Context: an optimization exercise on an open-source flow, tuned for small area, a short achievable clock period and few clock cycles per item. The choices shown serve that exercise and are no tape-out recipe.
The RTL was checked by simulation tests, not by an equivalence proof against the original design.
The flow treats the clock pin as an ideal source, which a real chip does not have.

Setup of before:
Design mnet_codec, start of the top module:
module mnet_codec (
    input  wire        clk,
    input  wire        rst,
    input  wire        key_wr,
    input  wire [2:0]  key_len,
    input  wire [47:0] key_data,
    input  wire        tx_hdr_valid,
    output wire        tx_hdr_ready,
    input  wire [7:0]  tx_dst,
    input  wire [7:0]  tx_src,
    input  wire [15:0] tx_type,
    input  wire [7:0]  tx_len,
    input  wire        tx_obf,
    input  wire        tx_pl_valid,
    output wire        tx_pl_ready,
    input  wire [7:0]  tx_pl_data,
    output wire        line_tx_valid,
    input  wire        line_tx_ready,
    output wire [7:0]  line_tx_data,
    input  wire        line_rx_valid,
    input  wire [7:0]  line_rx_data,
    input  wire        rx_obf,
    output wire        rx_valid,
    output wire [7:0]  rx_data,
    output wire        rx_end,
    output wire [7:0]  rx_status
);
Settings: LEC_CHECK=0, ABC_CLOCK_PERIOD_IN_PS=2000, CAP_MARGIN=20, CORE_MARGIN=2, CORE_UTILIZATION=60, CTS_BUF_LIST=sky130_fd_sc_hd__clkbuf_8, CTS_CLUSTER_DIAMETER=60, CTS_CLUSTER_SIZE=16, SETUP_SLACK_MARGIN=2.7, SLEW_MARGIN=20; clock period 4.5 ns.
standard.sh (not shown) runs the stock make flow with config.mk's settings and CLKGATE_MAP_FILE= SYNTH_SCRIPT=/design/flow/synth_recipe.tcl, a recipe that flattens the netlist after the stock synthesis.
==> flow/flow/run.sh <==
#!/bin/bash
# The standard layout with two changes:
#  - plain buf_1 cells as the port buffers (the standard flow picks a delay
#    buffer); ORFS's repair resizes them as needed;
#  - after CTS, the clock tree's middle level is removed, so the root buffer
#    drives the leaf buffers directly (collapse_cts.tcl).
set -euo pipefail
export BUFFER_PORTS_ARGS="-buffer_cell sky130_fd_sc_hd__buf_1"
export RESULTS=$PWD/orfs/results/$FLOW_PLATFORM/mnet_codec/base
bash standard.sh cts > standard_cts.log 2>&1
openroad -no_init -exit flow/collapse_cts.tcl > collapse_cts.log 2>&1
touch $RESULTS/4_cts.sdc
bash standard.sh finish > standard_finish.log 2>&1
==> flow/flow/collapse_cts.tcl <==
# Make the clock tree two levels deep: the root buffer drives every leaf
# buffer directly, in place of the middle level TritonCTS builds. All leaf
# buffers stay at the same depth, so the tree stays balanced.
set results $::env(RESULTS)
read_db $results/4_cts.odb
set block [ord::get_db_block]
set clknet [$block findNet clk]
set roots {}
foreach it [$clknet getITerms] { lappend roots [$it getInst] }
if {[llength $roots] != 1} { error "clock port drives [llength $roots] cells" }
set root [lindex $roots 0]
set rootnet [[$root findITerm X] getNet]
set mids {}
foreach it [$rootnet getITerms] {
  if {[$it isOutputSignal]} continue
  set inst [$it getInst]
  if {[string match "sky130_fd_sc_hd__clkbuf_*" [[$inst getMaster] getName]]} { lappend mids $inst }
}
set n 0
foreach m $mids {
  set onet [[$m findITerm X] getNet]
  set loads {}
  foreach it [$onet getITerms] { if {![$it isOutputSignal]} { lappend loads $it } }
  set ok 1
  foreach it $loads {
    if {![string match "sky130_fd_sc_hd__clkbuf_*" [[[$it getInst] getMaster] getName]]} { set ok 0 }
  }
  if {!$ok} continue
  foreach it $loads { $it disconnect; $it connect $rootnet }
  [$m findITerm A] disconnect
  [$m findITerm X] disconnect
  odb::dbInst_destroy $m
  odb::dbNet_destroy $onet
  incr n
}
puts "root [$root getName]: removed $n middle clock buffers"
write_db $results/4_cts.odb
Testbench counts of before, summed over its fixed seeds: cycles 27,589, items 384.
Relative to before, the following input files were edited for after:
- clearing CTS_CLUSTER_DIAMETER, which used to be 60
- swapping 16 for 30 in CTS_CLUSTER_SIZE
- clearing CTS_BUF_LIST, which used to be sky130_fd_sc_hd__clkbuf_8
- swapping 2.7 for 2.5 in SETUP_SLACK_MARGIN
==> flow/flow/run.sh <==
#!/bin/bash
# The standard layout, with plain buf_1 cells as the port buffers (the
# standard flow picks a delay buffer); ORFS's repair resizes them as needed.
set -euo pipefail
export BUFFER_PORTS_ARGS="-buffer_cell sky130_fd_sc_hd__buf_1"
bash standard.sh > standard.log 2>&1
removed: flow/flow/collapse_cts.tcl
Findings:
- Having completed the whole flow, before delivered a layout that passed the timing, DRC and antenna checks.
- after finished every stage and its layout cleared the timing, DRC and antenna checks.
- On after: total stage count of the critical path is 6 lower than what before gave.
- On post-route clock skew, after and before are neck and neck.
- after vs before, maximum fanout count along the critical path went down by 21.
- Run comparison: before master of the slowest instance on the critical path sky130_fd_sc_hd__clkinvlp_4; after master of the slowest instance on the critical path sky130_fd_sc_hd__dfxtp_2
- The post-CTS repair timing setup buffer count in after was lower than what before gave.

port drivers added, routing unchanged:
How much do the figures lean on ideal ports? The routed layouts below were timed once more, with nothing changed but the port constraints.
Step 1 sets driving cells, clkbuf_16 on the clock port and buf_2 on the other inputs (assumed; they add their load-dependent delay and slew).
Step 2 times the ports against the registers' clock, not the clock port: input delays grow and output delays shrink by t, the midpoint of the rising clock arrivals with the driver on.
a / b / c = no drivers / after step 1 / after step 2; a / b = the first two.
run | t (ns) | slack for setup (ns) | worst hold slack (ns)
before | 0.550 | 2.475 / 2.499 / 1.949 | 0.448 / 0.448 / 0.448
after | 0.546 | 2.554 / 2.510 / 2.119 | 0.434 / 0.434 / 0.434
After both steps setup and hold are still met in every run listed. The setup slack of before, which loses most, moves by +0.024 ns with the drivers and by -0.526 ns with both steps.
